From an optimization exercise on the open Yosys and OpenROAD flow, aimed at small area, a short achievable clock period and few clock cycles; shortcuts taken in it are not production practice.
The RTL was checked by simulation tests, not by an equivalence proof against the original design.
No activity file was given, so power comes from the tool's default toggle rates.

[flow/config.mk]
export PLATFORM = sky130hd
export DESIGN_NAME = jel_cap
export DESIGN_NICKNAME = jel_cap
export VERILOG_FILES = /design/flow/design.v
export SDC_FILE = /design/flow/constraint.sdc
export NUM_CORES = 4
export LEC_CHECK = 0
export CAP_MARGIN = 20
export CORE_MARGIN = 2
export CORE_UTILIZATION = 40
export SLEW_MARGIN = 20
[flow/constraint.sdc]
create_clock -name core_clock -period 10.0 [get_ports {clk}]
set_input_delay 2.0000 -clock core_clock [delete_from_list [all_inputs] [get_ports {clk}]]
set_output_delay 2.0000 -clock core_clock [all_outputs]
set_load 0.01 [all_outputs]
[flow/design.v]
module jel_cap (
    input  wire        clk,
    input  wire        rst,           
    input  wire        cmd_valid,
    output wire        cmd_ready,
    input  wire [2:0]  cmd_op,
    input  wire [31:0] cmd_arg,
    input  wire [7:0]  cmd_b,         
    input  wire [31:0] cmd_wb,        
    input  wire [31:0] cmd_hb,        
    input  wire        cmd_ecc,       
    input  wire        cmd_elen,      
    output reg         rsp_valid,
    output reg  [7:0]  rsp_code,      
    output reg  [31:0] rsp_value
);
    localparam OP_ECCLEN  = 3'd0;
    localparam OP_ECCCEIL = 3'd1;
    localparam OP_CAPECC  = 3'd2;
    localparam OP_RAWCAP  = 3'd3;
    localparam OP_CAP     = 3'd4;
    localparam [63:0] LEN_MAX = 64'h0000_0000_7FFF_FFFF;
    localparam E_BLOCKLEN = 8'h12;
    localparam E_OPCODE   = 8'h16;
    localparam E_FRAME    = 8'h18;
    localparam E_CAPACITY = 8'h22;
    localparam E_RESOURCE = 8'h52;
    localparam S_IDLE = 3'd0;
    localparam S_MUL  = 3'd1;
    localparam S_DIV  = 3'd2;
    localparam S_FIN  = 3'd3;
    localparam S_DONE = 3'd4;
    reg [2:0]  state;
    reg [2:0]  op;
    reg [7:0]  b;
    reg        ecc;
    reg        elen;
    reg        cap_div;       
    reg [5:0]  step;
    reg [63:0] mul_a;
    reg [31:0] mul_b;
    reg [63:0] prod;
    reg [31:0] quo;
    reg [8:0]  rem;
    reg [7:0]  div;
    wire [8:0] rem_sh  = {rem[7:0], quo[31]};
    wire       rem_ge  = (rem_sh >= {1'b0, div});
    wire [8:0] rem_sub = rem_sh - {1'b0, div};
    wire [7:0] m_minus_1 = b - 8'd5;    
    wire [40:0] v_ecclen  = ({9'd0, quo} + 41'd1) * {33'd0, b};
    wire [40:0] v_eccceil = ({9'd0, quo} + {40'd0, (rem != 9'd0)}) * {33'd0, b};
    wire [40:0] v_capecc  = {9'd0, quo} * {33'd0, m_minus_1};
    assign cmd_ready = (state == S_IDLE) || (state == S_DONE);
    wire   accept    = cmd_valid && cmd_ready;
    task automatic respond(input [7:0] code, input [31:0] value);
        begin
            rsp_code  <= code;
            rsp_value <= value;
            rsp_valid <= 1'b1;
            state     <= S_DONE;
        end
    endtask
    task automatic cap_finish(input [31:0] c);
        begin
            if (elen) begin
                if (c <= 32'd4) respond(E_CAPACITY, 32'd0);
                else            respond(8'd0, c - 32'd4);
            end else begin
                if (c == 32'd0) respond(E_CAPACITY, 32'd0);
                else            respond(8'd0, c);
            end
        end
    endtask
    always @(posedge clk) begin
        if (rst) begin
            state     <= S_IDLE;
            rsp_valid <= 1'b0;
            rsp_code  <= 8'd0;
            rsp_value <= 32'd0;
            op        <= 3'd0;
            b         <= 8'd0;
            ecc       <= 1'b0;
            elen      <= 1'b0;
            cap_div   <= 1'b0;
            step      <= 6'd0;
            mul_a     <= 64'd0;
            mul_b     <= 32'd0;
            prod      <= 64'd0;
            quo       <= 32'd0;
            rem       <= 9'd0;
            div       <= 8'd0;
        end else begin
            rsp_valid <= 1'b0;
            case (state)
            S_IDLE, S_DONE: begin
                state <= S_IDLE;
                if (accept) begin
                    op   <= cmd_op;
                    b    <= cmd_b;
                    ecc  <= cmd_ecc;
                    elen <= cmd_elen;
                    cap_div <= 1'b0;
                    step <= 6'd0;
                    rem  <= 9'd0;
                    quo  <= cmd_arg;
                    case (cmd_op)
                    OP_ECCLEN: begin
                        if (cmd_b <= 8'd4)      respond(E_BLOCKLEN, 32'd0);
                        else if (cmd_b < 8'd6)  respond(E_FRAME, 32'd0);
                        else begin
                            div   <= cmd_b - 8'd5;
                            state <= S_DIV;
                        end
                    end
                    OP_ECCCEIL, OP_CAPECC: begin
                        if (cmd_b <= 8'd4) respond(E_BLOCKLEN, 32'd0);
                        else begin
                            div   <= cmd_b;
                            state <= S_DIV;
                        end
                    end
                    OP_RAWCAP, OP_CAP: begin
                        if (cmd_op == OP_CAP && cmd_ecc && cmd_b <= 8'd4)
                            respond(E_BLOCKLEN, 32'd0);
                        else begin
                            div   <= cmd_b;
                            mul_a <= {32'd0, cmd_wb};
                            mul_b <= cmd_hb;
                            prod  <= 64'd0;
                            state <= S_MUL;
                        end
                    end
                    default: respond(E_OPCODE, 32'd0);
                    endcase
                end
            end
            S_MUL: begin
                if (mul_b[0])
                    prod <= prod + mul_a;
                mul_a <= mul_a << 1;
                mul_b <= mul_b >> 1;
                step  <= step + 6'd1;
                if (step == 6'd31)
                    state <= S_FIN;
            end
            S_DIV: begin
                rem  <= rem_ge ? rem_sub : rem_sh;
                quo  <= {quo[30:0], rem_ge};
                step <= step + 6'd1;
                if (step == 6'd31)
                    state <= S_FIN;
            end
            S_FIN: begin
                case (op)
                OP_ECCLEN:
                    if (v_ecclen > LEN_MAX[40:0]) respond(E_RESOURCE, 32'd0);
                    else                          respond(8'd0, v_ecclen[31:0]);
                OP_ECCCEIL:
                    if (v_eccceil > LEN_MAX[40:0]) respond(E_RESOURCE, 32'd0);
                    else                           respond(8'd0, v_eccceil[31:0]);
                OP_CAPECC:
                    if (v_capecc > LEN_MAX[40:0]) respond(E_RESOURCE, 32'd0);
                    else                          respond(8'd0, v_capecc[31:0]);
                OP_RAWCAP:
                    if (prod > LEN_MAX) respond(E_RESOURCE, 32'd0);
                    else                respond(8'd0, prod[31:0]);
                default: begin  
                    if (!cap_div) begin
                        if (prod > LEN_MAX) begin
                            respond(E_RESOURCE, 32'd0);
                        end else if (ecc) begin
                            quo     <= prod[31:0];
                            rem     <= 9'd0;
                            step    <= 6'd0;
                            cap_div <= 1'b1;
                            state   <= S_DIV;
                        end else begin
                            cap_finish(prod[31:0]);
                        end
                    end else begin
                        cap_finish(v_capecc[31:0]);
                    end
                end
                endcase
            end
            default: state <= S_IDLE;
            endcase
        end
    end
endmodule
[flow/run.sh]
#!/bin/bash
# synth_recipe.tcl (not shown) runs the flow's synth.tcl, then flattens the netlist and writes it again
# the make line also repeats each setting of config.mk as NAME=value (left out here)
make -C /OpenROAD-flow-scripts/flow DESIGN_CONFIG=/design/flow/config.mk WORK_HOME=/design/flow/orfs CLKGATE_MAP_FILE= SYNTH_SCRIPT=/design/flow/synth_recipe.tcl finish
==> run notes <==
-- cells by family after synthesis --
family / after synthesis
simple gates: 2142
compound gates: 1212
buf+inv: 993
fa+ha+maj: 820
flops: 271
xor+xnor: 225
mux: 109
other cells: 1
-- worst max path at each step --
stage,start,end,slack [ps],depth (start not counted)
finish,rem[2]$_SDFFE_PP0P_,rsp_value[10]$_SDFFE_PP0P_,760,28
global route,rem[2]$_SDFFE_PP0P_,rsp_value[3]$_SDFFE_PP0P_,160,27
CTS,rem[2]$_SDFFE_PP0P_,rsp_value[10]$_SDFFE_PP0P_,650,28
detailed placement,rem[2]$_SDFFE_PP0P_,rsp_value[10]$_SDFFE_PP0P_,740,28
global placement,rem[2]$_SDFFE_PP0P_,rsp_value[3]$_SDFFE_PP0P_,950,28
floorplan,rem[0]$_SDFFE_PP0P_,rsp_value[0]$_SDFFE_PP0P_,2350,30
-- power by group through the flow --
stage               Combinational [mW]  Clock, mW  Sequential [mW]
floorplan                         3.40          0             1.18
global placement                  4.88          0             1.22
detailed placement                4.91          0             1.22
CTS                               4.94       1.40             1.19
global route                      5.45       1.44             1.20
finish                            5.01       1.38             1.20
-- cell type report --
cell class / instances / area [um2]
antenna: 1 / 2.50
clock buffer: 45 / 983
clock inverter: 17 / 239
fill: 11400 / 62900
inverter: 633 / 2380
multi-input combinational: 4510 / 36500
sequential: 271 / 5440
tap: 1500 / 1880
timing repair buffer: 278 / 2480
-- synthesized netlist by cell type (51+ instances only) --
library cell / number
sky130_fd_sc_hd__a21oi_1: 362
sky130_fd_sc_hd__a22oi_1: 51
sky130_fd_sc_hd__ha_1: 266
sky130_fd_sc_hd__a21o_1: 91
sky130_fd_sc_hd__clkbuf_1: 315
sky130_fd_sc_hd__o21ai_0: 167
sky130_fd_sc_hd__xor2_1: 96
sky130_fd_sc_hd__nand2_1: 589
sky130_fd_sc_hd__nor2b_1: 184
sky130_fd_sc_hd__nor3_1: 108
sky130_fd_sc_hd__mux2i_1: 106
sky130_fd_sc_hd__and2_1: 304
sky130_fd_sc_hd__dfxtp_1: 271
sky130_fd_sc_hd__nand2b_1: 98
sky130_fd_sc_hd__xnor2_1: 129
sky130_fd_sc_hd__fa_1: 554
sky130_fd_sc_hd__inv_1: 631
sky130_fd_sc_hd__nand3_1: 150
sky130_fd_sc_hd__nor2_1: 453
sky130_fd_sc_hd__nand4_1: 58
sky130_fd_sc_hd__a211oi_1: 142
-- worst max-delay path: cells and delay by family, from the launching register on --
family          cells  cell delay (ps)
flops               1              340
simple gates        9             2600
fa+ha+maj           7             3040
xor+xnor            1              660
compound gates      8             2250
buf+inv             3              270
-- through the flow --
| stage | power [mW] | hold WS, ps |
|---|---|---|
| after floorplan | 4.58 | 440 |
| after global placement | 6.09 | 441 |
| after detailed placement | 6.13 | 452 |
| after CTS | 7.54 | 459 |
| after global routing | 8.09 | 494 |
| final | 7.59 | 454 |
-- repair_timing --
item,in CTS,in global routing
resized for setup,0,1
hold buffers,0,0
setup endpoints to repair,0,3
-- flip-flops by register name, indices dropped and copies added, names as in the netlist, 8 cells and up --
register,cells
mul_a,64
prod,64
mul_b,32
quo,32
rsp_value,32
rem,9
b,8
div,8
-- metal layers --
layer / global-route usage (%) / vias to the layer above / part of all wire, %
met2: 41.0 / 1744 / 42
met3: 6.51 / 356 / 9.5
met4: 11.0 / 8 / 4.6
met1: 39.1 / 20900 / 44
met5: 0 / - / 0.034
li1: - / 19300 / -
==> run notes <==
- Effective utilization at floorplan: 40.4%
- Worst Clk Skew: 53.6 ps
- Count of final setup violators: 0
- DP Wirelength: 129000 um
- Library cell used as clock root buffer: sky130_fd_sc_hd__clkbuf_16
- Multiplexer fraction of the synthesized cell area: ~2.4%
- Fin worst setup slack: 759 ps
- Proportion of layout cells with a drive suffix above 1: approximately 5.0%
- Reg2Reg Launch Point: rem[2]$_SDFFE_PP0P_
- #FFs+latches synth: around 270
- TritonCTS clock tree: yes
- Clock network latency to the later pin of the worst-skew pair: 600 ps
- Clock power share: between 10% and 20%
- Total iterations of the first detailed-routing run: 9
- Worst hold-check path type: reg -> reg
- Mean area per synthesized cell: approximately 7.9 um2
- Aggregate global-route resource usage: between 20% and 30%
- Slowest cell on the critical path: sky130_fd_sc_hd__xnor2_1
- Maximum VDD drop: 132 uV
- Largest net degree at the start of global routing: 151
- Worst Reg2Reg Path Length in Cells: 28
- Fraction of the yosys area taken by sequential cells: approximately an eighth
- Share of total power in combinational logic: approximately 66%
- Internal portion of total power: between 3 and 4 mW
- Core Util, Final: 44.2%
- Area fraction in compound gates after synthesis: around 18%
- Largest fanout on the critical path: 8
- Max Freq: 0.108 GHz
- Die footprint: 117000 um2
- CP Capture Type: flop
- Total power density per cell area: 152 nW/um2
- Dpl ws: ~740 ps
- Global route overflow: 0
- Initial antenna violation count: 10
- Endpoint, Worst Hold: rsp_code[5]$_SDFFE_PP0P_
- Most area-consuming cells after synthesis: sky130_fd_sc_hd__fa_1 24%, sky130_fd_sc_hd__dfxtp_1 12%, sky130_fd_sc_hd__ha_1 7.3%
- Class of the most critical setup path: reg -> reg
- Data arrival time at the worst-slack endpoint: 9710 ps
- Number of enable flip-flop cells after synthesis: 0
- Leak Pwr: around 22 nW
- Vias per Instance: 5.83
- Placement row count: 123
- Distinct cell type count of the synthesized netlist: 116
- FF-to-FF setup slack: 760 ps
- Die extent in y: 342 um
- Outcome: no timing/DRC/antenna violations
- Fraction of registers with async set or reset after synthesis: 0%
- Number of cells in the finished layout apart from fillers: approximately 7300
- WL per Instance: 22.6 um
- Final std cell area, no fill: between 40000 and 50000 um2
- Number of nets still failing antenna checks after routing: 0
- IO Count: approximately 150
- Vias in the first global route: 41300
- Yosys top cell by area: sky130_fd_sc_hd__fa_1
- Main flop type after synthesis: sky130_fd_sc_hd__dfxtp_1
- Post-CTS Setup Repair Bufs: 0
- Total Negative Setup Slacks: 0 ps
- Cell count after synthesis: 5773
- Area grow syn2layout: 9.45%
- Endpoint of the most critical register-to-register path: rsp_value[10]$_SDFFE_PP0P_
- Placed cell count: 7192
- Count of synthesis-stage warnings from yosys: 1
- Crit path required time: 10470 ps
- Global placement routability congestion: 0.987
- Max-slew headroom at the worst pin: 24.4%
- Area share of and/or/nand/nor cells after synthesis: a little under a quarter
- Chip Width: 342 um
- Synth Cell Area: 45600 um2
- Top library cells by usage in the layout, fill and taps aside: 631 x sky130_fd_sc_hd__inv_1, 589 x sky130_fd_sc_hd__nand2_1, 554 x sky130_fd_sc_hd__fa_1
- CTS sink cnt: about 270
- Fraction of synthesized cell area in xor and xnor cells: roughly 4.3%
- Number of H-tree levels: 2
- Wire length of the first global-routing pass: approximately 250000 um
- Net switching power figure: roughly 3.9 mW
- Number of design rule violations left after detail routing: 0
- Final count of pins violating max slew: 0
- Port Buffer Count: 151
- Worst Hold Launch: rsp_code[5]$_SDFFE_PP0P_
- Hold Path Depth: 2
- Cell Area, Placed: 48700 um2
- Reg power frac: 15.8%
- Transition time at the pin with the least slew margin: 1130 ps
- Num CTS Buffers: 35
- Kind of launch point of the worst setup path: flop
- Share of the synthesized area in the top cell type: 24.3%
- Clock-pin slew of the registers on the worst-case setup and hold paths: 60 ps
- Violation count after the first detailed-route iteration: 4219
- Final hold vios: 0
- Final clock period utilization by the worst path: just over 90%
- Synthesized-area fraction occupied by adder cells: 31.6%
- Cell mode on critical path: sky130_fd_sc_hd__fa_1
- Routed wire length: roughly 160000 um
- Clock tree buffer depth: 3
- Max-cap viol count: 0
- Final net count: 6661
- Total via count after detailed routing: around 42000
- Commonest non-fill, non-tap cell in the layout: sky130_fd_sc_hd__inv_1
- Core outline area: 113000 um2
- Switching part of the total: 51.1%
- Slowest stage delay, CP: 660 ps
- Main combinational cell family by area after synthesis: adder cells
- Setup repair after global routing missed its margin: false
- Final period demand of the worst path: 9240 ps
Testbench counts, summed over its fixed seeds: cycles 60,306.

==> separate check: timing with driven ports <==
Ports are ideal in the flow. The routed layout listed here was re-timed in OpenROAD. Step 1 (the two cells are an assumption about what drives the block):
set clk [get_ports {clk}]
set_driving_cell -lib_cell sky130_fd_sc_hd__clkbuf_16 $clk
set_driving_cell -lib_cell sky130_fd_sc_hd__buf_2 [delete_from_list [all_inputs] $clk]
Step 2 adds t to the input delays and takes it off the output delays; t is the mean of the earliest and latest rising clock arrival at the registers after step 1. Input paths then give back, and output paths get back, about the clock's delay inside the block. Three values: ideal ports, drivers, drivers and shift; two values: the first two.
t (ns): 0.646
setup slack, ns: 0.759 / 0.759 / 0.759
hold WS [ns]: 0.454 / 0.454 / 0.454
worst setup path at the end: register to register
cell pins on the clock port's net: 1
After both steps this run still meets setup and hold. For this run, drivers alone change the setup slack by 0.000 ns; drivers and shift together by 0.000 ns.
